What follows belongs to an exercise in optimizing a design on an open flow for small area, a short achievable clock period and few clock cycles; a production flow would make more cautious choices.
For this run, only the layout was checked, not whether the RTL still works.

`constraint.sdc`:
```
create_clock -name core_clock -period 8.0 [get_ports {clk}]
set_input_delay 1.6000 -clock core_clock [delete_from_list [all_inputs] [get_ports {clk}]]
set_output_delay 1.6000 -clock core_clock [all_outputs]
set_load 0.01 [all_outputs]
```
`run.sh`:
```
#!/bin/bash
# synth_recipe.tcl (not shown) runs the flow's synth.tcl, then flattens the netlist and writes it again
# the make line also repeats each setting of config.mk as NAME=value (left out here)
make -C /OpenROAD-flow-scripts/flow DESIGN_CONFIG=/design/flow/config.mk WORK_HOME=/design/flow/orfs CLKGATE_MAP_FILE= SYNTH_SCRIPT=/design/flow/synth_recipe.tcl finish
```
`design.v`:
```
module dkc_perm #(
    parameter integer N_IN  = 64,
    parameter integer N_OUT = 64,
    parameter [8*N_OUT-1:0] TABLE = {8*N_OUT{1'b0}}
) (
    input  wire [N_IN-1:0]  x,
    output wire [N_OUT-1:0] y
);
    genvar i;
    generate
        for (i = 0; i < N_OUT; i = i + 1) begin : g_bit
            assign y[N_OUT-1-i] = x[N_IN - TABLE[8*(N_OUT-1-i) +: 8]];
        end
    endgenerate
endmodule
module dkc_des_sboxes (
    input  wire [47:0] x,
    output reg  [31:0] y
);
    always @(*) begin
        case (x[47:42])
            6'd0: y[31:28] = 4'd14;
            6'd1: y[31:28] = 4'd0;
            6'd2: y[31:28] = 4'd4;
            6'd3: y[31:28] = 4'd15;
            6'd4: y[31:28] = 4'd13;
            6'd5: y[31:28] = 4'd7;
            6'd6: y[31:28] = 4'd1;
            6'd7: y[31:28] = 4'd4;
            6'd8: y[31:28] = 4'd2;
            6'd9: y[31:28] = 4'd14;
            6'd10: y[31:28] = 4'd15;
            6'd11: y[31:28] = 4'd2;
            6'd12: y[31:28] = 4'd11;
            6'd13: y[31:28] = 4'd13;
            6'd14: y[31:28] = 4'd8;
            6'd15: y[31:28] = 4'd1;
            6'd16: y[31:28] = 4'd3;
            6'd17: y[31:28] = 4'd10;
            6'd18: y[31:28] = 4'd10;
            6'd19: y[31:28] = 4'd6;
            6'd20: y[31:28] = 4'd6;
            6'd21: y[31:28] = 4'd12;
            6'd22: y[31:28] = 4'd12;
            6'd23: y[31:28] = 4'd11;
            6'd24: y[31:28] = 4'd5;
            6'd25: y[31:28] = 4'd9;
            6'd26: y[31:28] = 4'd9;
            6'd27: y[31:28] = 4'd5;
            6'd28: y[31:28] = 4'd0;
            6'd29: y[31:28] = 4'd3;
            6'd30: y[31:28] = 4'd7;
            6'd31: y[31:28] = 4'd8;
            6'd32: y[31:28] = 4'd4;
            6'd33: y[31:28] = 4'd15;
            6'd34: y[31:28] = 4'd1;
            6'd35: y[31:28] = 4'd12;
            6'd36: y[31:28] = 4'd14;
            6'd37: y[31:28] = 4'd8;
            6'd38: y[31:28] = 4'd8;
            6'd39: y[31:28] = 4'd2;
            6'd40: y[31:28] = 4'd13;
            6'd41: y[31:28] = 4'd4;
            6'd42: y[31:28] = 4'd6;
            6'd43: y[31:28] = 4'd9;
            6'd44: y[31:28] = 4'd2;
            6'd45: y[31:28] = 4'd1;
            6'd46: y[31:28] = 4'd11;
            6'd47: y[31:28] = 4'd7;
            6'd48: y[31:28] = 4'd15;
            6'd49: y[31:28] = 4'd5;
            6'd50: y[31:28] = 4'd12;
            6'd51: y[31:28] = 4'd11;
            6'd52: y[31:28] = 4'd9;
            6'd53: y[31:28] = 4'd3;
            6'd54: y[31:28] = 4'd7;
            6'd55: y[31:28] = 4'd14;
            6'd56: y[31:28] = 4'd3;
            6'd57: y[31:28] = 4'd10;
            6'd58: y[31:28] = 4'd10;
            6'd59: y[31:28] = 4'd0;
            6'd60: y[31:28] = 4'd5;
            6'd61: y[31:28] = 4'd6;
            6'd62: y[31:28] = 4'd0;
            6'd63: y[31:28] = 4'd13;
            default: y[31:28] = 4'd0;
        endcase
    end
    always @(*) begin
        case (x[41:36])
            6'd0: y[27:24] = 4'd15;
            6'd1: y[27:24] = 4'd3;
            6'd2: y[27:24] = 4'd1;
            6'd3: y[27:24] = 4'd13;
            6'd4: y[27:24] = 4'd8;
            6'd5: y[27:24] = 4'd4;
            6'd6: y[27:24] = 4'd14;
            6'd7: y[27:24] = 4'd7;
            6'd8: y[27:24] = 4'd6;
            6'd9: y[27:24] = 4'd15;
            6'd10: y[27:24] = 4'd11;
            6'd11: y[27:24] = 4'd2;
            6'd12: y[27:24] = 4'd3;
            6'd13: y[27:24] = 4'd8;
            6'd14: y[27:24] = 4'd4;
            6'd15: y[27:24] = 4'd14;
            6'd16: y[27:24] = 4'd9;
            6'd17: y[27:24] = 4'd12;
            6'd18: y[27:24] = 4'd7;
            6'd19: y[27:24] = 4'd0;
            6'd20: y[27:24] = 4'd2;
            6'd21: y[27:24] = 4'd1;
            6'd22: y[27:24] = 4'd13;
            6'd23: y[27:24] = 4'd10;
            6'd24: y[27:24] = 4'd12;
            6'd25: y[27:24] = 4'd6;
            6'd26: y[27:24] = 4'd0;
            6'd27: y[27:24] = 4'd9;
            6'd28: y[27:24] = 4'd5;
            6'd29: y[27:24] = 4'd11;
            6'd30: y[27:24] = 4'd10;
            6'd31: y[27:24] = 4'd5;
            6'd32: y[27:24] = 4'd0;
            6'd33: y[27:24] = 4'd13;
            6'd34: y[27:24] = 4'd14;
            6'd35: y[27:24] = 4'd8;
            6'd36: y[27:24] = 4'd7;
            6'd37: y[27:24] = 4'd10;
            6'd38: y[27:24] = 4'd11;
            6'd39: y[27:24] = 4'd1;
            6'd40: y[27:24] = 4'd10;
            6'd41: y[27:24] = 4'd3;
            6'd42: y[27:24] = 4'd4;
            6'd43: y[27:24] = 4'd15;
            6'd44: y[27:24] = 4'd13;
            6'd45: y[27:24] = 4'd4;
            6'd46: y[27:24] = 4'd1;
            6'd47: y[27:24] = 4'd2;
            6'd48: y[27:24] = 4'd5;
            6'd49: y[27:24] = 4'd11;
            6'd50: y[27:24] = 4'd8;
            6'd51: y[27:24] = 4'd6;
            6'd52: y[27:24] = 4'd12;
            6'd53: y[27:24] = 4'd7;
            6'd54: y[27:24] = 4'd6;
            6'd55: y[27:24] = 4'd12;
            6'd56: y[27:24] = 4'd9;
            6'd57: y[27:24] = 4'd0;
            6'd58: y[27:24] = 4'd3;
            6'd59: y[27:24] = 4'd5;
            6'd60: y[27:24] = 4'd2;
            6'd61: y[27:24] = 4'd14;
            6'd62: y[27:24] = 4'd15;
            6'd63: y[27:24] = 4'd9;
            default: y[27:24] = 4'd0;
        endcase
    end
    always @(*) begin
        case (x[35:30])
            6'd0: y[23:20] = 4'd10;
            6'd1: y[23:20] = 4'd13;
            6'd2: y[23:20] = 4'd0;
            6'd3: y[23:20] = 4'd7;
            6'd4: y[23:20] = 4'd9;
            6'd5: y[23:20] = 4'd0;
            6'd6: y[23:20] = 4'd14;
            6'd7: y[23:20] = 4'd9;
            6'd8: y[23:20] = 4'd6;
            6'd9: y[23:20] = 4'd3;
            6'd10: y[23:20] = 4'd3;
            6'd11: y[23:20] = 4'd4;
            6'd12: y[23:20] = 4'd15;
            6'd13: y[23:20] = 4'd6;
            6'd14: y[23:20] = 4'd5;
            6'd15: y[23:20] = 4'd10;
            6'd16: y[23:20] = 4'd1;
            6'd17: y[23:20] = 4'd2;
            6'd18: y[23:20] = 4'd13;
            6'd19: y[23:20] = 4'd8;
            6'd20: y[23:20] = 4'd12;
            6'd21: y[23:20] = 4'd5;
            6'd22: y[23:20] = 4'd7;
            6'd23: y[23:20] = 4'd14;
            6'd24: y[23:20] = 4'd11;
            6'd25: y[23:20] = 4'd12;
            6'd26: y[23:20] = 4'd4;
            6'd27: y[23:20] = 4'd11;
            6'd28: y[23:20] = 4'd2;
            6'd29: y[23:20] = 4'd15;
            6'd30: y[23:20] = 4'd8;
            6'd31: y[23:20] = 4'd1;
            6'd32: y[23:20] = 4'd13;
            6'd33: y[23:20] = 4'd1;
            6'd34: y[23:20] = 4'd6;
            6'd35: y[23:20] = 4'd10;
            6'd36: y[23:20] = 4'd4;
            6'd37: y[23:20] = 4'd13;
            6'd38: y[23:20] = 4'd9;
            6'd39: y[23:20] = 4'd0;
            6'd40: y[23:20] = 4'd8;
            6'd41: y[23:20] = 4'd6;
            6'd42: y[23:20] = 4'd15;
            6'd43: y[23:20] = 4'd9;
            6'd44: y[23:20] = 4'd3;
            6'd45: y[23:20] = 4'd8;
            6'd46: y[23:20] = 4'd0;
            6'd47: y[23:20] = 4'd7;
            6'd48: y[23:20] = 4'd11;
            6'd49: y[23:20] = 4'd4;
            6'd50: y[23:20] = 4'd1;
            6'd51: y[23:20] = 4'd15;
            6'd52: y[23:20] = 4'd2;
            6'd53: y[23:20] = 4'd14;
            6'd54: y[23:20] = 4'd12;
            6'd55: y[23:20] = 4'd3;
            6'd56: y[23:20] = 4'd5;
            6'd57: y[23:20] = 4'd11;
            6'd58: y[23:20] = 4'd10;
            6'd59: y[23:20] = 4'd5;
            6'd60: y[23:20] = 4'd14;
            6'd61: y[23:20] = 4'd2;
            6'd62: y[23:20] = 4'd7;
            6'd63: y[23:20] = 4'd12;
            default: y[23:20] = 4'd0;
        endcase
    end
    always @(*) begin
        case (x[29:24])
            6'd0: y[19:16] = 4'd7;
            6'd1: y[19:16] = 4'd13;
            6'd2: y[19:16] = 4'd13;
            6'd3: y[19:16] = 4'd8;
            6'd4: y[19:16] = 4'd14;
            6'd5: y[19:16] = 4'd11;
            6'd6: y[19:16] = 4'd3;
            6'd7: y[19:16] = 4'd5;
            6'd8: y[19:16] = 4'd0;
            6'd9: y[19:16] = 4'd6;
            6'd10: y[19:16] = 4'd6;
            6'd11: y[19:16] = 4'd15;
            6'd12: y[19:16] = 4'd9;
            6'd13: y[19:16] = 4'd0;
            6'd14: y[19:16] = 4'd10;
            6'd15: y[19:16] = 4'd3;
            6'd16: y[19:16] = 4'd1;
            6'd17: y[19:16] = 4'd4;
            6'd18: y[19:16] = 4'd2;
            6'd19: y[19:16] = 4'd7;
            6'd20: y[19:16] = 4'd8;
            6'd21: y[19:16] = 4'd2;
            6'd22: y[19:16] = 4'd5;
            6'd23: y[19:16] = 4'd12;
            6'd24: y[19:16] = 4'd11;
            6'd25: y[19:16] = 4'd1;
            6'd26: y[19:16] = 4'd12;
            6'd27: y[19:16] = 4'd10;
            6'd28: y[19:16] = 4'd4;
            6'd29: y[19:16] = 4'd14;
            6'd30: y[19:16] = 4'd15;
            6'd31: y[19:16] = 4'd9;
            6'd32: y[19:16] = 4'd10;
            6'd33: y[19:16] = 4'd3;
            6'd34: y[19:16] = 4'd6;
            6'd35: y[19:16] = 4'd15;
            6'd36: y[19:16] = 4'd9;
            6'd37: y[19:16] = 4'd0;
            6'd38: y[19:16] = 4'd0;
            6'd39: y[19:16] = 4'd6;
            6'd40: y[19:16] = 4'd12;
            6'd41: y[19:16] = 4'd10;
            6'd42: y[19:16] = 4'd11;
            6'd43: y[19:16] = 4'd1;
            6'd44: y[19:16] = 4'd7;
            6'd45: y[19:16] = 4'd13;
            6'd46: y[19:16] = 4'd13;
            6'd47: y[19:16] = 4'd8;
            6'd48: y[19:16] = 4'd15;
            6'd49: y[19:16] = 4'd9;
            6'd50: y[19:16] = 4'd1;
            6'd51: y[19:16] = 4'd4;
            6'd52: y[19:16] = 4'd3;
            6'd53: y[19:16] = 4'd5;
            6'd54: y[19:16] = 4'd14;
            6'd55: y[19:16] = 4'd11;
            6'd56: y[19:16] = 4'd5;
            6'd57: y[19:16] = 4'd12;
            6'd58: y[19:16] = 4'd2;
            6'd59: y[19:16] = 4'd7;
            6'd60: y[19:16] = 4'd8;
            6'd61: y[19:16] = 4'd2;
            6'd62: y[19:16] = 4'd4;
            6'd63: y[19:16] = 4'd14;
            default: y[19:16] = 4'd0;
        endcase
    end
    always @(*) begin
        case (x[23:18])
            6'd0: y[15:12] = 4'd2;
            6'd1: y[15:12] = 4'd14;
            6'd2: y[15:12] = 4'd12;
            6'd3: y[15:12] = 4'd11;
            6'd4: y[15:12] = 4'd4;
            6'd5: y[15:12] = 4'd2;
            6'd6: y[15:12] = 4'd1;
            6'd7: y[15:12] = 4'd12;
            6'd8: y[15:12] = 4'd7;
            6'd9: y[15:12] = 4'd4;
            6'd10: y[15:12] = 4'd10;
            6'd11: y[15:12] = 4'd7;
            6'd12: y[15:12] = 4'd11;
            6'd13: y[15:12] = 4'd13;
            6'd14: y[15:12] = 4'd6;
            6'd15: y[15:12] = 4'd1;
            6'd16: y[15:12] = 4'd8;
            6'd17: y[15:12] = 4'd5;
            6'd18: y[15:12] = 4'd5;
            6'd19: y[15:12] = 4'd0;
            6'd20: y[15:12] = 4'd3;
            6'd21: y[15:12] = 4'd15;
            6'd22: y[15:12] = 4'd15;
            6'd23: y[15:12] = 4'd10;
            6'd24: y[15:12] = 4'd13;
            6'd25: y[15:12] = 4'd3;
            6'd26: y[15:12] = 4'd0;
            6'd27: y[15:12] = 4'd9;
            6'd28: y[15:12] = 4'd14;
            6'd29: y[15:12] = 4'd8;
            6'd30: y[15:12] = 4'd9;
            6'd31: y[15:12] = 4'd6;
            6'd32: y[15:12] = 4'd4;
            6'd33: y[15:12] = 4'd11;
            6'd34: y[15:12] = 4'd2;
            6'd35: y[15:12] = 4'd8;
            6'd36: y[15:12] = 4'd1;
            6'd37: y[15:12] = 4'd12;
            6'd38: y[15:12] = 4'd11;
            6'd39: y[15:12] = 4'd7;
            6'd40: y[15:12] = 4'd10;
            6'd41: y[15:12] = 4'd1;
            6'd42: y[15:12] = 4'd13;
            6'd43: y[15:12] = 4'd14;
            6'd44: y[15:12] = 4'd7;
            6'd45: y[15:12] = 4'd2;
            6'd46: y[15:12] = 4'd8;
            6'd47: y[15:12] = 4'd13;
            6'd48: y[15:12] = 4'd15;
            6'd49: y[15:12] = 4'd6;
            6'd50: y[15:12] = 4'd9;
            6'd51: y[15:12] = 4'd15;
            6'd52: y[15:12] = 4'd12;
            6'd53: y[15:12] = 4'd0;
            6'd54: y[15:12] = 4'd5;
            6'd55: y[15:12] = 4'd9;
            6'd56: y[15:12] = 4'd6;
            6'd57: y[15:12] = 4'd10;
            6'd58: y[15:12] = 4'd3;
            6'd59: y[15:12] = 4'd4;
            6'd60: y[15:12] = 4'd0;
            6'd61: y[15:12] = 4'd5;
            6'd62: y[15:12] = 4'd14;
            6'd63: y[15:12] = 4'd3;
            default: y[15:12] = 4'd0;
        endcase
    end
    always @(*) begin
        case (x[17:12])
            6'd0: y[11:8] = 4'd12;
            6'd1: y[11:8] = 4'd10;
            6'd2: y[11:8] = 4'd1;
            6'd3: y[11:8] = 4'd15;
            6'd4: y[11:8] = 4'd10;
            6'd5: y[11:8] = 4'd4;
            6'd6: y[11:8] = 4'd15;
            6'd7: y[11:8] = 4'd2;
            6'd8: y[11:8] = 4'd9;
            6'd9: y[11:8] = 4'd7;
            6'd10: y[11:8] = 4'd2;
            6'd11: y[11:8] = 4'd12;
            6'd12: y[11:8] = 4'd6;
            6'd13: y[11:8] = 4'd9;
            6'd14: y[11:8] = 4'd8;
            6'd15: y[11:8] = 4'd5;
            6'd16: y[11:8] = 4'd0;
            6'd17: y[11:8] = 4'd6;
            6'd18: y[11:8] = 4'd13;
            6'd19: y[11:8] = 4'd1;
            6'd20: y[11:8] = 4'd3;
            6'd21: y[11:8] = 4'd13;
            6'd22: y[11:8] = 4'd4;
            6'd23: y[11:8] = 4'd14;
            6'd24: y[11:8] = 4'd14;
            6'd25: y[11:8] = 4'd0;
            6'd26: y[11:8] = 4'd7;
            6'd27: y[11:8] = 4'd11;
            6'd28: y[11:8] = 4'd5;
            6'd29: y[11:8] = 4'd3;
            6'd30: y[11:8] = 4'd11;
            6'd31: y[11:8] = 4'd8;
            6'd32: y[11:8] = 4'd9;
            6'd33: y[11:8] = 4'd4;
            6'd34: y[11:8] = 4'd14;
            6'd35: y[11:8] = 4'd3;
            6'd36: y[11:8] = 4'd15;
            6'd37: y[11:8] = 4'd2;
            6'd38: y[11:8] = 4'd5;
            6'd39: y[11:8] = 4'd12;
            6'd40: y[11:8] = 4'd2;
            6'd41: y[11:8] = 4'd9;
            6'd42: y[11:8] = 4'd8;
            6'd43: y[11:8] = 4'd5;
            6'd44: y[11:8] = 4'd12;
            6'd45: y[11:8] = 4'd15;
            6'd46: y[11:8] = 4'd3;
            6'd47: y[11:8] = 4'd10;
            6'd48: y[11:8] = 4'd7;
            6'd49: y[11:8] = 4'd11;
            6'd50: y[11:8] = 4'd0;
            6'd51: y[11:8] = 4'd14;
            6'd52: y[11:8] = 4'd4;
            6'd53: y[11:8] = 4'd1;
            6'd54: y[11:8] = 4'd10;
            6'd55: y[11:8] = 4'd7;
            6'd56: y[11:8] = 4'd1;
            6'd57: y[11:8] = 4'd6;
            6'd58: y[11:8] = 4'd13;
            6'd59: y[11:8] = 4'd0;
            6'd60: y[11:8] = 4'd11;
            6'd61: y[11:8] = 4'd8;
            6'd62: y[11:8] = 4'd6;
            6'd63: y[11:8] = 4'd13;
            default: y[11:8] = 4'd0;
        endcase
    end
    always @(*) begin
        case (x[11:6])
            6'd0: y[7:4] = 4'd4;
            6'd1: y[7:4] = 4'd13;
            6'd2: y[7:4] = 4'd11;
            6'd3: y[7:4] = 4'd0;
            6'd4: y[7:4] = 4'd2;
            6'd5: y[7:4] = 4'd11;
            6'd6: y[7:4] = 4'd14;
            6'd7: y[7:4] = 4'd7;
            6'd8: y[7:4] = 4'd15;
            6'd9: y[7:4] = 4'd4;
            6'd10: y[7:4] = 4'd0;
            6'd11: y[7:4] = 4'd9;
            6'd12: y[7:4] = 4'd8;
            6'd13: y[7:4] = 4'd1;
            6'd14: y[7:4] = 4'd13;
            6'd15: y[7:4] = 4'd10;
            6'd16: y[7:4] = 4'd3;
            6'd17: y[7:4] = 4'd14;
            6'd18: y[7:4] = 4'd12;
            6'd19: y[7:4] = 4'd3;
            6'd20: y[7:4] = 4'd9;
            6'd21: y[7:4] = 4'd5;
            6'd22: y[7:4] = 4'd7;
            6'd23: y[7:4] = 4'd12;
            6'd24: y[7:4] = 4'd5;
            6'd25: y[7:4] = 4'd2;
            6'd26: y[7:4] = 4'd10;
            6'd27: y[7:4] = 4'd15;
            6'd28: y[7:4] = 4'd6;
            6'd29: y[7:4] = 4'd8;
            6'd30: y[7:4] = 4'd1;
            6'd31: y[7:4] = 4'd6;
            6'd32: y[7:4] = 4'd1;
            6'd33: y[7:4] = 4'd6;
            6'd34: y[7:4] = 4'd4;
            6'd35: y[7:4] = 4'd11;
            6'd36: y[7:4] = 4'd11;
            6'd37: y[7:4] = 4'd13;
            6'd38: y[7:4] = 4'd13;
            6'd39: y[7:4] = 4'd8;
            6'd40: y[7:4] = 4'd12;
            6'd41: y[7:4] = 4'd1;
            6'd42: y[7:4] = 4'd3;
            6'd43: y[7:4] = 4'd4;
            6'd44: y[7:4] = 4'd7;
            6'd45: y[7:4] = 4'd10;
            6'd46: y[7:4] = 4'd14;
            6'd47: y[7:4] = 4'd7;
            6'd48: y[7:4] = 4'd10;
            6'd49: y[7:4] = 4'd9;
            6'd50: y[7:4] = 4'd15;
            6'd51: y[7:4] = 4'd5;
            6'd52: y[7:4] = 4'd6;
            6'd53: y[7:4] = 4'd0;
            6'd54: y[7:4] = 4'd8;
            6'd55: y[7:4] = 4'd15;
            6'd56: y[7:4] = 4'd0;
            6'd57: y[7:4] = 4'd14;
            6'd58: y[7:4] = 4'd5;
            6'd59: y[7:4] = 4'd2;
            6'd60: y[7:4] = 4'd9;
            6'd61: y[7:4] = 4'd3;
            6'd62: y[7:4] = 4'd2;
            6'd63: y[7:4] = 4'd12;
            default: y[7:4] = 4'd0;
        endcase
    end
    always @(*) begin
        case (x[5:0])
            6'd0: y[3:0] = 4'd13;
            6'd1: y[3:0] = 4'd1;
            6'd2: y[3:0] = 4'd2;
            6'd3: y[3:0] = 4'd15;
            6'd4: y[3:0] = 4'd8;
            6'd5: y[3:0] = 4'd13;
            6'd6: y[3:0] = 4'd4;
            6'd7: y[3:0] = 4'd8;
            6'd8: y[3:0] = 4'd6;
            6'd9: y[3:0] = 4'd10;
            6'd10: y[3:0] = 4'd15;
            6'd11: y[3:0] = 4'd3;
            6'd12: y[3:0] = 4'd11;
            6'd13: y[3:0] = 4'd7;
            6'd14: y[3:0] = 4'd1;
            6'd15: y[3:0] = 4'd4;
            6'd16: y[3:0] = 4'd10;
            6'd17: y[3:0] = 4'd12;
            6'd18: y[3:0] = 4'd9;
            6'd19: y[3:0] = 4'd5;
            6'd20: y[3:0] = 4'd3;
            6'd21: y[3:0] = 4'd6;
            6'd22: y[3:0] = 4'd14;
            6'd23: y[3:0] = 4'd11;
            6'd24: y[3:0] = 4'd5;
            6'd25: y[3:0] = 4'd0;
            6'd26: y[3:0] = 4'd0;
            6'd27: y[3:0] = 4'd14;
            6'd28: y[3:0] = 4'd12;
            6'd29: y[3:0] = 4'd9;
            6'd30: y[3:0] = 4'd7;
            6'd31: y[3:0] = 4'd2;
            6'd32: y[3:0] = 4'd7;
            6'd33: y[3:0] = 4'd2;
            6'd34: y[3:0] = 4'd11;
            6'd35: y[3:0] = 4'd1;
            6'd36: y[3:0] = 4'd4;
            6'd37: y[3:0] = 4'd14;
            6'd38: y[3:0] = 4'd1;
            6'd39: y[3:0] = 4'd7;
            6'd40: y[3:0] = 4'd9;
            6'd41: y[3:0] = 4'd4;
            6'd42: y[3:0] = 4'd12;
            6'd43: y[3:0] = 4'd10;
            6'd44: y[3:0] = 4'd14;
            6'd45: y[3:0] = 4'd8;
            6'd46: y[3:0] = 4'd2;
            6'd47: y[3:0] = 4'd13;
            6'd48: y[3:0] = 4'd0;
            6'd49: y[3:0] = 4'd15;
            6'd50: y[3:0] = 4'd6;
            6'd51: y[3:0] = 4'd12;
            6'd52: y[3:0] = 4'd10;
            6'd53: y[3:0] = 4'd9;
            6'd54: y[3:0] = 4'd13;
            6'd55: y[3:0] = 4'd0;
            6'd56: y[3:0] = 4'd15;
            6'd57: y[3:0] = 4'd3;
            6'd58: y[3:0] = 4'd3;
            6'd59: y[3:0] = 4'd5;
            6'd60: y[3:0] = 4'd5;
            6'd61: y[3:0] = 4'd6;
            6'd62: y[3:0] = 4'd8;
            6'd63: y[3:0] = 4'd11;
            default: y[3:0] = 4'd0;
        endcase
    end
endmodule
module dkc_des_e (
    input  wire [31:0] r,
    output wire [47:0] e
);
    localparam [383:0] E_T = {
        8'd32, 8'd1, 8'd2, 8'd3, 8'd4, 8'd5, 8'd4, 8'd5,
        8'd6, 8'd7, 8'd8, 8'd9, 8'd8, 8'd9, 8'd10, 8'd11,
        8'd12, 8'd13, 8'd12, 8'd13, 8'd14, 8'd15, 8'd16, 8'd17,
        8'd16, 8'd17, 8'd18, 8'd19, 8'd20, 8'd21, 8'd20, 8'd21,
        8'd22, 8'd23, 8'd24, 8'd25, 8'd24, 8'd25, 8'd26, 8'd27,
        8'd28, 8'd29, 8'd28, 8'd29, 8'd30, 8'd31, 8'd32, 8'd1
    };
    dkc_perm #(.N_IN(32), .N_OUT(48), .TABLE(E_T)) u_e (.x(r), .y(e));
endmodule
module dkc_des_f (
    input  wire [47:0] x,
    output wire [31:0] f
);
    localparam [255:0] P_T = {
        8'd16, 8'd7, 8'd20, 8'd21, 8'd29, 8'd12, 8'd28, 8'd17,
        8'd1, 8'd15, 8'd23, 8'd26, 8'd5, 8'd18, 8'd31, 8'd10,
        8'd2, 8'd8, 8'd24, 8'd14, 8'd32, 8'd27, 8'd3, 8'd9,
        8'd19, 8'd13, 8'd30, 8'd6, 8'd22, 8'd11, 8'd4, 8'd25
    };
    wire [31:0] s_out;
    dkc_des_sboxes u_s (.x(x), .y(s_out));
    dkc_perm #(.N_IN(32), .N_OUT(32), .TABLE(P_T)) u_p (.x(s_out), .y(f));
endmodule
module dkc_ksched (
    input  wire [55:0]     cd,
    input  wire            dir,
    input  wire [2:0]      c,
    output reg  [95:0]    ks,
    output reg  [55:0]     cd_rot
);
    localparam [383:0] PC2_T = {
        8'd14, 8'd17, 8'd11, 8'd24, 8'd1, 8'd5, 8'd3, 8'd28, 8'd15, 8'd6, 8'd21, 8'd10, 8'd23, 8'd19, 8'd12, 8'd4, 8'd26, 8'd8, 8'd16, 8'd7, 8'd27, 8'd20, 8'd13, 8'd2, 8'd41, 8'd52, 8'd31, 8'd37, 8'd47, 8'd55, 8'd30, 8'd40, 8'd51, 8'd45, 8'd33, 8'd48, 8'd44, 8'd49, 8'd39, 8'd56, 8'd34, 8'd53, 8'd46, 8'd42, 8'd50, 8'd36, 8'd29, 8'd32
    };
    wire [47:0] k0;
    reg  [55:0] cdr0;
    dkc_perm #(.N_IN(56), .N_OUT(48), .TABLE(PC2_T)) u_pc2_0 (.x(cdr0), .y(k0));
    wire [47:0] k1;
    reg  [55:0] cdr1;
    dkc_perm #(.N_IN(56), .N_OUT(48), .TABLE(PC2_T)) u_pc2_1 (.x(cdr1), .y(k1));
    always @(*) begin
        cdr0 = cd;
        case ({dir, c})
            4'd0: cdr1 = {{cd[54:28], cd[55:55]}, {cd[26:0], cd[27:27]}};
            4'd1: cdr1 = {{cd[53:28], cd[55:54]}, {cd[25:0], cd[27:26]}};
            4'd2: cdr1 = {{cd[53:28], cd[55:54]}, {cd[25:0], cd[27:26]}};
            4'd3: cdr1 = {{cd[53:28], cd[55:54]}, {cd[25:0], cd[27:26]}};
            4'd4: cdr1 = {{cd[53:28], cd[55:54]}, {cd[25:0], cd[27:26]}};
            4'd5: cdr1 = {{cd[53:28], cd[55:54]}, {cd[25:0], cd[27:26]}};
            4'd6: cdr1 = {{cd[53:28], cd[55:54]}, {cd[25:0], cd[27:26]}};
            4'd7: cdr1 = {{cd[54:28], cd[55:55]}, {cd[26:0], cd[27:27]}};
            4'd8: cdr1 = {{cd[28:28], cd[55:29]}, {cd[0:0], cd[27:1]}};
            4'd9: cdr1 = {{cd[29:28], cd[55:30]}, {cd[1:0], cd[27:2]}};
            4'd10: cdr1 = {{cd[29:28], cd[55:30]}, {cd[1:0], cd[27:2]}};
            4'd11: cdr1 = {{cd[29:28], cd[55:30]}, {cd[1:0], cd[27:2]}};
            4'd12: cdr1 = {{cd[29:28], cd[55:30]}, {cd[1:0], cd[27:2]}};
            4'd13: cdr1 = {{cd[29:28], cd[55:30]}, {cd[1:0], cd[27:2]}};
            4'd14: cdr1 = {{cd[29:28], cd[55:30]}, {cd[1:0], cd[27:2]}};
            4'd15: cdr1 = {{cd[28:28], cd[55:29]}, {cd[0:0], cd[27:1]}};
            default: cdr1 = cd;
        endcase
        case ({dir, c})
            4'd0: cd_rot = {{cd[52:28], cd[55:53]}, {cd[24:0], cd[27:25]}};
            4'd1: cd_rot = {{cd[51:28], cd[55:52]}, {cd[23:0], cd[27:24]}};
            4'd2: cd_rot = {{cd[51:28], cd[55:52]}, {cd[23:0], cd[27:24]}};
            4'd3: cd_rot = {{cd[52:28], cd[55:53]}, {cd[24:0], cd[27:25]}};
            4'd4: cd_rot = {{cd[51:28], cd[55:52]}, {cd[23:0], cd[27:24]}};
            4'd5: cd_rot = {{cd[51:28], cd[55:52]}, {cd[23:0], cd[27:24]}};
            4'd6: cd_rot = {{cd[51:28], cd[55:52]}, {cd[23:0], cd[27:24]}};
            4'd7: cd_rot = cd;
            4'd8: cd_rot = {{cd[30:28], cd[55:31]}, {cd[2:0], cd[27:3]}};
            4'd9: cd_rot = {{cd[31:28], cd[55:32]}, {cd[3:0], cd[27:4]}};
            4'd10: cd_rot = {{cd[31:28], cd[55:32]}, {cd[3:0], cd[27:4]}};
            4'd11: cd_rot = {{cd[30:28], cd[55:31]}, {cd[2:0], cd[27:3]}};
            4'd12: cd_rot = {{cd[31:28], cd[55:32]}, {cd[3:0], cd[27:4]}};
            4'd13: cd_rot = {{cd[31:28], cd[55:32]}, {cd[3:0], cd[27:4]}};
            4'd14: cd_rot = {{cd[31:28], cd[55:32]}, {cd[3:0], cd[27:4]}};
            4'd15: cd_rot = cd;
            default: cd_rot = cd;
        endcase
        ks = {k0, k1};
    end
endmodule
module dkc (
    input  wire        clk,
    input  wire        rst_n,         
    input  wire        host_we,
    input  wire        host_re,
    input  wire [8:0]  host_addr,
    input  wire [7:0]  host_wdata,
    output reg  [7:0]  host_rdata,    
    input  wire        cmd_valid,
    input  wire [15:0] cmd_word,
    output reg         rsp_valid,     
    output wire [7:0]  rsp_status
);
    localparam integer RPC = 2;                
    localparam integer NC  = 16 / RPC;         
    localparam integer CW  = (NC > 1) ? $clog2(NC) : 1;
    localparam [3:0] OP_KEXP = 4'h1, OP_TENC = 4'h2, OP_TDEC = 4'h3,
                     OP_XOR  = 4'h4, OP_MSKI = 4'h5, OP_MSKR = 4'h6,
                     OP_IPEK = 4'h7, OP_SKR  = 4'h8, OP_DTK  = 4'h9;
    localparam [2:0] E_OK = 3'd0, E_KEYLEN = 3'd1, E_BLKLEN = 3'd2,
                     E_MISMATCH = 3'd3, E_KSNLEN = 3'd5, E_ILLEGAL = 3'd6;
    localparam [63:0] IPEK_VARIANT  = 64'hC0C0C0C0_00000000;
    localparam [63:0] ROUND_VARIANT = 64'hFFFFFFFF_00000000;
    localparam [63:0] ROUND_KSN_AND = 64'hFFFFFFFF_FFE00000;
    localparam integer S_IDLE = 0, S_RDA = 1, S_RDB = 2, S_RUN = 3, S_WR = 4;
    localparam [511:0] IP_T = {
        8'd58, 8'd50, 8'd42, 8'd34, 8'd26, 8'd18, 8'd10, 8'd2,
        8'd60, 8'd52, 8'd44, 8'd36, 8'd28, 8'd20, 8'd12, 8'd4,
        8'd62, 8'd54, 8'd46, 8'd38, 8'd30, 8'd22, 8'd14, 8'd6,
        8'd64, 8'd56, 8'd48, 8'd40, 8'd32, 8'd24, 8'd16, 8'd8,
        8'd57, 8'd49, 8'd41, 8'd33, 8'd25, 8'd17, 8'd9, 8'd1,
        8'd59, 8'd51, 8'd43, 8'd35, 8'd27, 8'd19, 8'd11, 8'd3,
        8'd61, 8'd53, 8'd45, 8'd37, 8'd29, 8'd21, 8'd13, 8'd5,
        8'd63, 8'd55, 8'd47, 8'd39, 8'd31, 8'd23, 8'd15, 8'd7
    };
    localparam [511:0] FP_T = {
        8'd40, 8'd8, 8'd48, 8'd16, 8'd56, 8'd24, 8'd64, 8'd32,
        8'd39, 8'd7, 8'd47, 8'd15, 8'd55, 8'd23, 8'd63, 8'd31,
        8'd38, 8'd6, 8'd46, 8'd14, 8'd54, 8'd22, 8'd62, 8'd30,
        8'd37, 8'd5, 8'd45, 8'd13, 8'd53, 8'd21, 8'd61, 8'd29,
        8'd36, 8'd4, 8'd44, 8'd12, 8'd52, 8'd20, 8'd60, 8'd28,
        8'd35, 8'd3, 8'd43, 8'd11, 8'd51, 8'd19, 8'd59, 8'd27,
        8'd34, 8'd2, 8'd42, 8'd10, 8'd50, 8'd18, 8'd58, 8'd26,
        8'd33, 8'd1, 8'd41, 8'd9, 8'd49, 8'd17, 8'd57, 8'd25
    };
    localparam [447:0] PC1_T = {
        8'd57, 8'd49, 8'd41, 8'd33, 8'd25, 8'd17, 8'd9, 8'd1,
        8'd58, 8'd50, 8'd42, 8'd34, 8'd26, 8'd18, 8'd10, 8'd2,
        8'd59, 8'd51, 8'd43, 8'd35, 8'd27, 8'd19, 8'd11, 8'd3,
        8'd60, 8'd52, 8'd44, 8'd36, 8'd63, 8'd55, 8'd47, 8'd39,
        8'd31, 8'd23, 8'd15, 8'd7, 8'd62, 8'd54, 8'd46, 8'd38,
        8'd30, 8'd22, 8'd14, 8'd6, 8'd61, 8'd53, 8'd45, 8'd37,
        8'd29, 8'd21, 8'd13, 8'd5, 8'd28, 8'd20, 8'd12, 8'd4
    };
    reg [8*192-1:0] buf_data;
    reg [8*5-1:0]   buf_len;
    reg [2:0]       status_err;
    wire         eng_we;             
    wire [2:0]   eng_idx;
    wire [4:0]   eng_len;
    wire [191:0] eng_data;
    wire [191:0] wbus   = rst_n ? (eng_we ? eng_data : {24{host_wdata}}) : 192'd0;
    wire [4:0]   wlen   = rst_n ? (eng_we ? eng_len : host_wdata[4:0]) : 5'd0;
    wire         hw_buf = host_we && host_addr[8] == 1'b0;
    genvar n, j;
    generate
        for (n = 0; n < 8; n = n + 1) begin : g_buf
            wire sel_n = hw_buf && host_addr[7:5] == n;
            wire eng_n = eng_we && eng_idx == n;
            for (j = 0; j < 24; j = j + 1) begin : g_byte
                wire en = !rst_n || eng_n || (sel_n && host_addr[4:0] == j);
                always @(posedge clk)
                    if (en)
                        buf_data[n*192 + (23-j)*8 +: 8] <= wbus[(23-j)*8 +: 8];
            end
            wire len_en = !rst_n || eng_n ||
                          (sel_n && host_addr[4:0] == 5'd24 && host_wdata <= 8'd24);
            always @(posedge clk)
                if (len_en)
                    buf_len[n*5 +: 5] <= wlen;
        end
    endgenerate
    reg  [4:0]  st;           
    reg  [7:0]  esel;         
    reg  [15:0] cw;
    wire [3:0]  op  = cw[15:12];
    wire [2:0]  rd  = cw[11:9];
    wire [2:0]  rs1 = cw[8:6];
    wire [2:0]  rs2 = cw[5:3];
    reg  [191:0] rport;
    reg  [4:0]   rlen;
    integer m;
    always @(*) begin
        rport = 192'd0;
        rlen  = 5'd0;
        for (m = 0; m < 8; m = m + 1)
            if (st[S_IDLE] ? (host_addr[7:5] == m) : esel[m]) begin
                rport = rport | buf_data[m*192 +: 192];
                rlen  = rlen  | buf_len[m*5 +: 5];
            end
    end
    reg [7:0] rbyte;
    integer m2;
    always @(*) begin
        rbyte = 8'd0;
        for (m2 = 0; m2 < 24; m2 = m2 + 1)
            if (host_addr[4:0] == m2)
                rbyte = rbyte | rport[(23-m2)*8 +: 8];
    end
    always @(posedge clk) begin
        if (!rst_n) begin
            host_rdata <= 8'd0;
        end else if (host_re) begin
            if (host_addr == 9'h100)
                host_rdata <= {5'd0, status_err};
            else if (host_addr[8] == 1'b1)
                host_rdata <= 8'd0;
            else if (host_addr[4:0] < 5'd24)
                host_rdata <= rbyte;
            else if (host_addr[4:0] == 5'd24)
                host_rdata <= {3'd0, rlen};
            else
                host_rdata <= 8'd0;
        end
    end
    assign rsp_status = {5'd0, status_err};
    reg  [4:0]    a_len;
    reg  [127:0]  cur;        
    reg  [63:0]   blk;        
    reg  [31:0]   la, ra, lb, rb;
    reg  [55:0]   cda, cdb;   
    reg  [CW-1:0] cyc;
    reg  [1:0]    pass;
    reg  [4:0]    fcnt;       
    reg  [20:0]   ctr;        
    reg           dec0;       
    reg           vsel;       
    reg           fold_op;
    wire [191:0] a_data = {cur, blk};
    wire [191:0] b_data = rport;
    wire [4:0]   b_len  = rlen;
    wire two_operand = (op == OP_KEXP) || (op == OP_MSKI) || (op == OP_MSKR);
    wire illegal = (cw[2:0] != 3'd0) || (op == 4'h0) || (op > OP_DTK) ||
                   (two_operand && rs2 != 3'd0);
    wire a_key_ok  = (a_len == 5'd16) || (a_len == 5'd24);
    wire a_is_16   = (a_len == 5'd16);
    wire b_ksn8_10 = (b_len == 5'd8) || (b_len == 5'd10);
    reg [2:0] err;
    always @(*) begin
        err = E_OK;
        if (illegal)
            err = E_ILLEGAL;
        else begin
            case (op)
                OP_KEXP: if (!a_key_ok) err = E_KEYLEN;
                OP_TENC, OP_TDEC: begin
                    if (!a_key_ok)           err = E_KEYLEN;
                    else if (b_len != 5'd8)  err = E_BLKLEN;
                end
                OP_XOR:  if (a_len != b_len) err = E_MISMATCH;
                OP_MSKI: if (a_len < 5'd8)   err = E_KSNLEN;
                OP_MSKR: if (!(a_len == 5'd8 || a_len == 5'd10)) err = E_KSNLEN;
                OP_IPEK: begin
                    if (!a_is_16)            err = E_KEYLEN;
                    else if (b_len < 5'd8)   err = E_KSNLEN;
                end
                OP_SKR, OP_DTK: begin
                    if (!a_is_16)            err = E_KEYLEN;
                    else if (!b_ksn8_10)     err = E_KSNLEN;
                end
                default: err = E_ILLEGAL;
            endcase
        end
    end
    wire is_tdes = (op == OP_TENC) || (op == OP_TDEC);
    wire is_fold = (op == OP_IPEK) || (op == OP_SKR) || (op == OP_DTK);
    wire [63:0] a_ksn8 = (a_len == 5'd10) ? a_data[175:112] : a_data[191:128];
    wire [63:0] b_ksn8 = (b_len == 5'd10) ? b_data[175:112] : b_data[191:128];
    wire [63:0] a_mski = {a_data[191:136], a_data[135:128] & 8'hE0};
    wire [63:0] b_mski = {b_data[191:136], b_data[135:128] & 8'hE0};
    wire [63:0] a_mskr = a_ksn8 & ROUND_KSN_AND;
    wire [63:0] b_mskr = b_ksn8 & ROUND_KSN_AND;
    wire [63:0] fold_m = vsel ? b_mski : b_mskr;
    reg [4:0] pop;
    integer q;
    always @(*) begin
        pop = 5'd0;
        for (q = 0; q < 21; q = q + 1)
            pop = pop + {4'd0, ctr[q]};
    end
    reg [4:0] pop_q;
    reg       lastf_q;        
    always @(posedge clk) begin
        pop_q   <= pop;
        lastf_q <= (fcnt == pop_q);
    end
    reg [191:0] xor_keep;
    integer bb;
    always @(*)
        for (bb = 0; bb < 24; bb = bb + 1)
            xor_keep[(23-bb)*8 +: 8] = (bb < a_len) ? 8'hFF : 8'h00;
    wire [191:0] xor_res  = (a_data ^ b_data) & xor_keep;
    wire [191:0] kexp_res = a_is_16 ? {a_data[191:64], a_data[191:128]} : a_data;
    wire run       = st[S_RUN];
    wire last_cyc  = (cyc == NC - 1);
    wire des_end   = run && last_cyc && pass == 2'd2;
    wire fold_rst  = des_end && fold_op && !lastf_q;      
    wire dir       = dec0 ^ (pass == 2'd1);
    reg run_mid_q, pass_end_q, des_end_q, fold_rst_q, ld_q;
    wire to_run = st[S_RDB] && err == E_OK && (is_tdes || is_fold);
    wire pre_last = run && cyc == NC - 2;
    always @(posedge clk) begin
        if (!rst_n) begin
            run_mid_q  <= 1'b0;
            pass_end_q <= 1'b0;
            des_end_q  <= 1'b0;
            fold_rst_q <= 1'b0;
            ld_q       <= 1'b0;
        end else begin
            run_mid_q  <= to_run || (run && !pre_last);
            pass_end_q <= pre_last && pass != 2'd2;
            des_end_q  <= pre_last && pass == 2'd2;
            fold_rst_q <= pre_last && pass == 2'd2 && fold_op && !lastf_q;
            ld_q       <= st[S_RDA];
        end
    end
    wire [63:0] variant = vsel ? IPEK_VARIANT : ROUND_VARIANT;
    wire [RPC*48-1:0] ksa, ksb;
    wire [55:0] cda_rot, cdb_rot;
    dkc_ksched u_ksa (.cd(cda), .dir(dir), .c(cyc), .ks(ksa), .cd_rot(cda_rot));
    dkc_ksched u_ksb (.cd(cdb), .dir(dir), .c(cyc), .ks(ksb), .cd_rot(cdb_rot));
    wire [63:0] k3 = a_is_16 ? cur[127:64] : blk;    
    reg  [63:0] key_ld;
    reg         dir_ld;
    always @(*) begin
        if (ld_q) begin
            key_ld = dec0 ? k3 : cur[127:64];
            dir_ld = dec0;
        end else if (pass == 2'd0) begin
            key_ld = cur[63:0];                       
            dir_ld = ~dec0;
        end else begin
            key_ld = (fold_op || dec0) ? cur[127:64] : k3;
            dir_ld = dec0;
        end
    end
    wire [55:0] pa_ld, pb_ld;
    dkc_perm #(.N_IN(64), .N_OUT(56), .TABLE(PC1_T)) u_pc1a (.x(key_ld), .y(pa_ld));
    dkc_perm #(.N_IN(64), .N_OUT(56), .TABLE(PC1_T)) u_pc1b (.x(key_ld ^ variant), .y(pb_ld));
    wire [55:0] cda_ld = dir_ld ? pa_ld : {pa_ld[54:28], pa_ld[55], pa_ld[26:0], pa_ld[27]};
    wire [55:0] cdb_ld = dir_ld ? pb_ld : {pb_ld[54:28], pb_ld[55], pb_ld[26:0], pb_ld[27]};
    wire [31:0] al [0:RPC];
    wire [31:0] ar [0:RPC];
    wire [31:0] bl [0:RPC];
    wire [31:0] br [0:RPC];
    wire [31:0] af [0:RPC-1];
    wire [31:0] bf [0:RPC-1];
    assign al[0] = la;  assign ar[0] = ra;
    assign bl[0] = lb;  assign br[0] = rb;
    genvar s;
    generate
        for (s = 0; s < RPC; s = s + 1) begin : g_rnd
            wire [47:0] ka = ksa[(RPC-1-s)*48 +: 48];
            wire [47:0] kb = ksb[(RPC-1-s)*48 +: 48];
            wire [47:0] xa, xb;
            if (s == 0) begin : g_first
                wire [47:0] ea, eb;
                dkc_des_e u_ea (.r(ar[0]), .e(ea));
                dkc_des_e u_eb (.r(br[0]), .e(eb));
                assign xa = ea ^ ka;
                assign xb = eb ^ kb;
            end else begin : g_next
                wire [47:0] ela, elb, efa, efb;
                dkc_des_e u_ela (.r(al[s-1]), .e(ela));
                dkc_des_e u_elb (.r(bl[s-1]), .e(elb));
                dkc_des_e u_efa (.r(af[s-1]), .e(efa));
                dkc_des_e u_efb (.r(bf[s-1]), .e(efb));
                assign xa = (ela ^ ka) ^ efa;
                assign xb = (elb ^ kb) ^ efb;
            end
            dkc_des_f u_fa (.x(xa), .f(af[s]));
            dkc_des_f u_fb (.x(xb), .f(bf[s]));
            assign al[s+1] = ar[s];
            assign ar[s+1] = al[s] ^ af[s];
            assign bl[s+1] = br[s];
            assign br[s+1] = bl[s] ^ bf[s];
        end
    endgenerate
    wire [63:0] out_a, out_b;
    dkc_perm #(.N_IN(64), .N_OUT(64), .TABLE(FP_T)) u_fpa (.x({ar[RPC], al[RPC]}), .y(out_a));
    dkc_perm #(.N_IN(64), .N_OUT(64), .TABLE(FP_T)) u_fpb (.x({br[RPC], bl[RPC]}), .y(out_b));
    wire [55:0] pa_fr, pb_fr;
    dkc_perm #(.N_IN(64), .N_OUT(56), .TABLE(PC1_T)) u_pc1af (.x(out_a), .y(pa_fr));
    dkc_perm #(.N_IN(64), .N_OUT(56), .TABLE(PC1_T)) u_pc1bf (.x(out_a ^ variant), .y(pb_fr));
    wire [55:0] cda_fr = {pa_fr[54:28], pa_fr[55], pa_fr[26:0], pa_fr[27]};
    wire [55:0] cdb_fr = {pb_fr[54:28], pb_fr[55], pb_fr[26:0], pb_fr[27]};
    wire [63:0] blk_in = fold_op ? fold_m : b_data[191:128];
    wire [63:0] blk_ip;
    dkc_perm #(.N_IN(64), .N_OUT(64), .TABLE(IP_T)) u_ip (.x(blk_in), .y(blk_ip));
    always @(posedge clk) begin
        if (!rst_n) begin
            st         <= 5'd1 << S_IDLE;
            cw         <= 16'd0;
            status_err <= E_OK;
            rsp_valid  <= 1'b0;
        end else begin
            rsp_valid <= 1'b0;
            if (st[S_IDLE] && cmd_valid) begin
                cw <= cmd_word;
                st <= 5'd1 << S_RDA;
            end
            if (st[S_RDA])
                st <= 5'd1 << S_RDB;
            if (st[S_RDB]) begin
                if (err != E_OK) begin
                    status_err <= err;
                    rsp_valid  <= 1'b1;
                    st         <= 5'd1 << S_IDLE;
                end else if (is_tdes || is_fold) begin
                    st <= 5'd1 << S_RUN;
                end else begin
                    st <= 5'd1 << S_WR;
                end
            end
            if (des_end && !fold_rst)
                st <= 5'd1 << S_WR;
            if (st[S_WR]) begin
                status_err <= E_OK;
                rsp_valid  <= 1'b1;
                st         <= 5'd1 << S_IDLE;
            end
        end
    end
    always @(posedge clk)
        if (st[S_IDLE])
            esel <= 8'd1 << cmd_word[8:6];
        else if (st[S_RDA])
            esel <= 8'd1 << rs2;
    always @(posedge clk) begin
        if (st[S_RDA]) begin
            cur     <= rport[191:64];
            blk     <= rport[63:0];
            a_len   <= rlen;
            dec0    <= (op == OP_TDEC);
            vsel    <= (op == OP_IPEK);
            fold_op <= is_fold;
        end
        if (st[S_RDB]) begin
            fcnt <= 5'd0;
            ctr  <= (op == OP_DTK) ? b_ksn8[20:0] : 21'd0;
            cyc  <= {CW{1'b0}};
            pass <= 2'd0;
            if (fold_op)
                blk <= blk_ip;
        end
        if (run) begin
            cyc <= last_cyc ? {CW{1'b0}} : cyc + 1'b1;
            if (pass_end_q)
                pass <= pass + 2'd1;
            if (des_end_q) begin
                pass <= 2'd0;
                if (fold_op) begin
                    cur  <= {out_a, out_b};
                    fcnt <= fcnt + 5'd1;
                end else begin
                    cur[127:64] <= out_a;
                end
            end
        end
        if (fold_rst_q) begin
            cda <= cda_fr;
            cdb <= cdb_fr;
        end else if (run_mid_q) begin
            cda <= cda_rot;
            cdb <= cdb_rot;
        end else begin
            cda <= cda_ld;
            cdb <= cdb_ld;
        end
        if (ld_q) begin
            la <= blk_ip[63:32];  ra <= blk_ip[31:0];
            lb <= blk_ip[63:32];  rb <= blk_ip[31:0];
        end else if (fold_rst_q) begin
            la <= blk[63:32];     ra <= blk[31:0];
            lb <= blk[63:32];     rb <= blk[31:0];
        end else if (pass_end_q) begin
            la <= ar[RPC];        ra <= al[RPC];
            lb <= br[RPC];        rb <= bl[RPC];
        end else begin
            la <= al[RPC];        ra <= ar[RPC];
            lb <= bl[RPC];        rb <= br[RPC];
        end
    end
    reg [191:0] result;
    reg [4:0]   result_len;
    always @(*) begin
        case (op)
            OP_KEXP: begin result = kexp_res;                   result_len = 5'd24; end
            OP_TENC,
            OP_TDEC: begin result = {cur[127:64], 128'd0};      result_len = 5'd8;  end
            OP_XOR:  begin result = xor_res;                    result_len = a_len; end
            OP_MSKI: begin result = {a_mski, 128'd0};           result_len = 5'd8;  end
            OP_MSKR: begin result = {a_mskr, 128'd0};           result_len = 5'd8;  end
            default: begin result = {cur, 64'd0};               result_len = 5'd16; end
        endcase
    end
    assign eng_we   = st[S_WR];
    assign eng_idx  = rd;
    assign eng_len  = result_len;
    assign eng_data = result;
endmodule
```
`config.mk`:
```
export PLATFORM = sky130hd
export DESIGN_NAME = dkc
export DESIGN_NICKNAME = dkc
export VERILOG_FILES = /design/flow/design.v
export SDC_FILE = /design/flow/constraint.sdc
export NUM_CORES = 8
export LEC_CHECK = 0
export ABC_CLOCK_PERIOD_IN_PS = 4000
export CAP_MARGIN = 20
export CORE_MARGIN = 2
export CORE_UTILIZATION = 40
export SETUP_SLACK_MARGIN = 3.5
export SLEW_MARGIN = 20
```
==> run notes <==
-- routing by layer --
layer | GRT usage | vias up
li1 | - | 47210
met1 | 0.467 | 57740
met2 | 0.557 | 10251
met3 | 0.184 | 2988
met4 | 0.320 | 54
met5 | 0.00391 | -
-- flip-flops by register name, indices dropped and copies added (netlist names), 3 cells and up --
register,cells
buf_data,1536
cur,128
blk,64
cda,56
cdb,56
buf_len,40
la,32
lb,32
ra,32
rb,32
ctr,21
cw,13
esel,8
host_rdata,8
a_len,5
fcnt,5
pop_q,5
st,5
cyc,3
status_err,3
-- worst max-delay path, stage by stage, from the launching register on --
cell and delay (ns):
edfxtp_1 0.36, buf_4 0.24, nor2_1 0.65, and3_4 0.61
nor3_2 0.10, buf_12 0.29, mux2i_1 0.18, nor2_1 0.11
a211oi_1 0.06, a21oi_1 1.01, mux2i_1 0.29, o21ai_0 0.83
a221oi_1 0.17
-- layout by cell type (no fill, tap or decap), drive strengths merged, types with 75 or more instances in the layout --
master	synthesis	final
nand3	223	223
mux2	77	81
o21ai	897	897
xor2	195	198
nand2	1281	1281
a221oi	122	122
o211ai	220	220
and4	147	147
a21oi	863	863
a222oi	104	104
nor2	605	606
xnor2	362	364
a31oi	120	120
clkinv	6	75
clkbuf	790	298
edfxtp	1728	1728
dfxtp	368	368
a22oi	795	795
buf	297	1523
inv	249	249
o22ai	138	138
mux2i	469	469
nor3	269	269
a211oi	189	189
ha	198	198
a221o	87	87
-- worst max path at each step --
| stage | start | end | slack (ns) | depth (start not counted) |
|---|---|---|---|---|
| after floorplan | host_addr[7] | buf_data[1051]$_DFFE_PP_ | 3.46 | 13 |
| after global placement | ra[24]$_DFF_P_ | ra[0]$_DFF_P_ | 1.10 | 15 |
| after detailed placement | host_addr[6] | ra[16]$_DFF_P_ | 1.24 | 12 |
| after CTS | rb[31]$_DFF_P_ | rb[9]$_DFF_P_ | 2.98 | 20 |
| after global routing | cdb[8]$_DFFE_PP_ | rb[9]$_DFF_P_ | 2.88 | 23 |
| final | a_len[1]$_DFFE_PP_ | cdb[33]$_DFFE_PP_ | 2.72 | 12 |
-- per-stage QoR --
| stage | worst slack (ns) | hold slack, ns | utilization |
|---|---|---|---|
| finish | 2.72 | 0.481 | 0.515 |
| global route | 2.88 | 0.516 | 0.515 |
| detailed placement | 1.24 | 0.480 | 0.424 |
| CTS | 2.98 | 0.487 | 0.496 |
| floorplan | 3.46 | 0.443 | - |
| global placement | 1.10 | 0.454 | 0.424 |
-- final cells by class --
type	instances	area [µm²]	share of cell area
Multi-Input combinational cell	8483	67800	0.436
Sequential cell	2096	59400	0.382
Timing Repair Buffer	1581	14800	0.0949
Clock buffer	291	6150	0.0395
Tap cell	3978	4980	0.0320
Clock inverter	113	1190	0.00764
Inverter	255	1150	0.00743
Antenna cell	59	148	0.000949
-- cells by family (layout without fill, tap and decap cells) --
| logic type | after synthesis | after routing |
|---|---|---|
| AOI/OAI and AO/OA | 4152 | 4152 |
| buffers and inverters | 1342 | 2240 |
| xor gates and xnor gates | 584 | 591 |
| and+or+nand+nor | 2916 | 2924 |
| DFF | 2096 | 2096 |
| muxes | 593 | 597 |
| other | 1 | 64 |
| adders and majority gates | 214 | 214 |
-- timing repair --
action / 4_1_cts / 5_1_grt
resized for setup: 1609 / 753
pin swaps: 455 / 413
endpoints found under the hold margin: 0 / 0
buffers inserted: 697 / 265
endpoints found under the setup margin: 1769 / 682
gates cloned: 26 / 5
==> flow_metrics.py <==
metrics = {
    "synthesis": {
        "synth_area_um2": 121000,
        "synth_fa_ha_area_frac": 0.0230,
        "ys_top_cells_by_count": "edfxtp_1 (1728), nand2_1 (1280), o21ai_0 (874)",
        "synth_compound_area_frac": 0.230,
        "synth.most_common_cell": "edfxtp_1",
        "seq_area_frac_synth": 0.489,
        "synth_xor_area_frac": 0.0478,
        "synth_area_leaders": "edfxtp_1 (43%), dfxtp_1 (6.1%), a22oi_1 (4.9%)",
        "synth-seq-cells": 2096,
        "synth_async_sr_flop_share": 0,
        "synth_warnings": 3,
        "synth_top_area_cell": "edfxtp_1",
        "synth_edf_count": 1728,
        "netlist.area_leader.share": 0.428,
        "synth.avg_cell_area_um2": 10.2,
        "syn_inst": 11898,
        "yosysUniqueCellTypes": 112,
        "synth_ff_type": "edfxtp_1",
        "synth_top_family_by_area": "compound AO/OA/AOI/OAI gates",
        "synth_mux_area_frac": 0.0547,
        "synthSimpleGateAreaFrac": 0.111,
    },
    "global_route": {
        "grt_use_total": 0.398,
        "grt_max_degree": 207,
        "grt_pass1_vias": 107026,
        "antenna_found_initial": 71,
        "grt_pass1_wl_um": 867000,
        "overflow": 0,
    },
    "clock_network": {
        "clockRootBuffer": "clkbuf_16",
        "clock_latency_ns": 0.97,
        "h-tree-depth": 4,
        "tritoncts": "yes",
        "cts_buffer_depth": 4,
        "hold_buffers": 0,
        "cts_buffers": 226,
        "cts.sinks": 2096,
        "cts.reportedPaths.clkPinSlew_ns": 0.06,
    },
    "timing": {
        "clock.fmax_mhz": 189,
        "fin_crit_ns": 5.28,
        "period_share": 0.660,
        "rsz0062_at_grt": "yes",
        "tightestPinTransition_ns": 1.58,
        "clock_skew_ns": 0.120,
        "slew_headroom": -0.0554,
        "finalSetupTns_ns": 0,
        "hold_viol": 0,
        "maxSlewViolCount": 1,
        "setup_violations": 0,
    },
    "final_layout": {
        "drive_above_1_share": 0.272,
        "final_nets": 12894,
        "finalInstanceArea_um2": 156000,
        "fin_cells": 16856,
        "syn2layout_area_growth_pct": 28.4,
        "fillers": 26061,
    },
    "worst_setup_path": {
        "cp_max_fo": 56,
        "crit_path_end_kind": "register",
        "setup.worst_path.class": "reg -> reg",
        "rrSetupSlack_ns": 2.72,
        "r2r-start": "a_len[1]$_DFFE_PP_",
        "critical_path_arrival_ns": 5.94,
        "rr_worst_depth": 12,
        "crit_required_ns": 8.66,
        "worstReg2RegEnd": "cdb[33]$_DFFE_PP_",
        "cp-start-kind": "register",
    },
    "detailed_routing": {
        "via_per_inst": 7.01,
        "drt_wl_total_um": 644000,
        "wl_met1_um": 218000,
        "met2_length_um": 259000,
        "dr_wl_met3_um": 100000,
        "drt_pre_antenna_iters": 16,
        "antenna_left": 0,
        "top_layer_used": "met5",
        "wl_per_cell_um": 38.2,
        "drt_iter0_drc": 22383,
        "remaining_drc_errors": 0,
        "vias": 118243,
    },
    "hold_path": {
        "min_from": "cw[2]$_SDFFE_PN0P_",
        "holdPathStages": 2,
        "worstHoldPathType": "reg -> reg",
        "whs_endpoint": "cw[2]$_SDFFE_PN0P_",
    },
    "status": {
        "status": "finished with violations",
        "violations": "capacitance limit, slew limit",
    },
    "job": {
        "cap_violations": 1,
    },
    "placed_design": {
        "hpwl_um": 427000,
        "placedCellCount": 15395,
        "placed_cell_area_um2": 128000,
        "port_buffers": 49,
        "gp_congestion": 1.11,
    },
    "floorplan": {
        "initial_core_util": 0.401,
        "coreArea_um2": 302000,
        "die_x_um": 554,
        "num_io_pins": 55,
        "row_count": 202,
        "die-area_um2": 307000,
        "die_y_um": 554,
    },
}

[static timing again, ports no longer ideal]
How much do the figures lean on ideal ports? The routed layout below was timed once more, with nothing changed but the port constraints. Step 1 assumes that a clkbuf_16 drives the clock port and a buf_2 every other input. Step 2 times the ports against the registers' clock, not the clock port: input delays grow and output delays shrink by t, the midpoint of the rising clock arrivals with the driver on. a / b / c = ideal / step 1 / step 2; a / b = the first two.
shift t [ns]: 1.006
slack for setup (ns): 2.721 / 2.721 / 2.321
worst data-port slew with drivers (ns): 0.07
For this run, drivers alone change the setup slack by 0.000 ns; drivers and shift together by -0.400 ns.
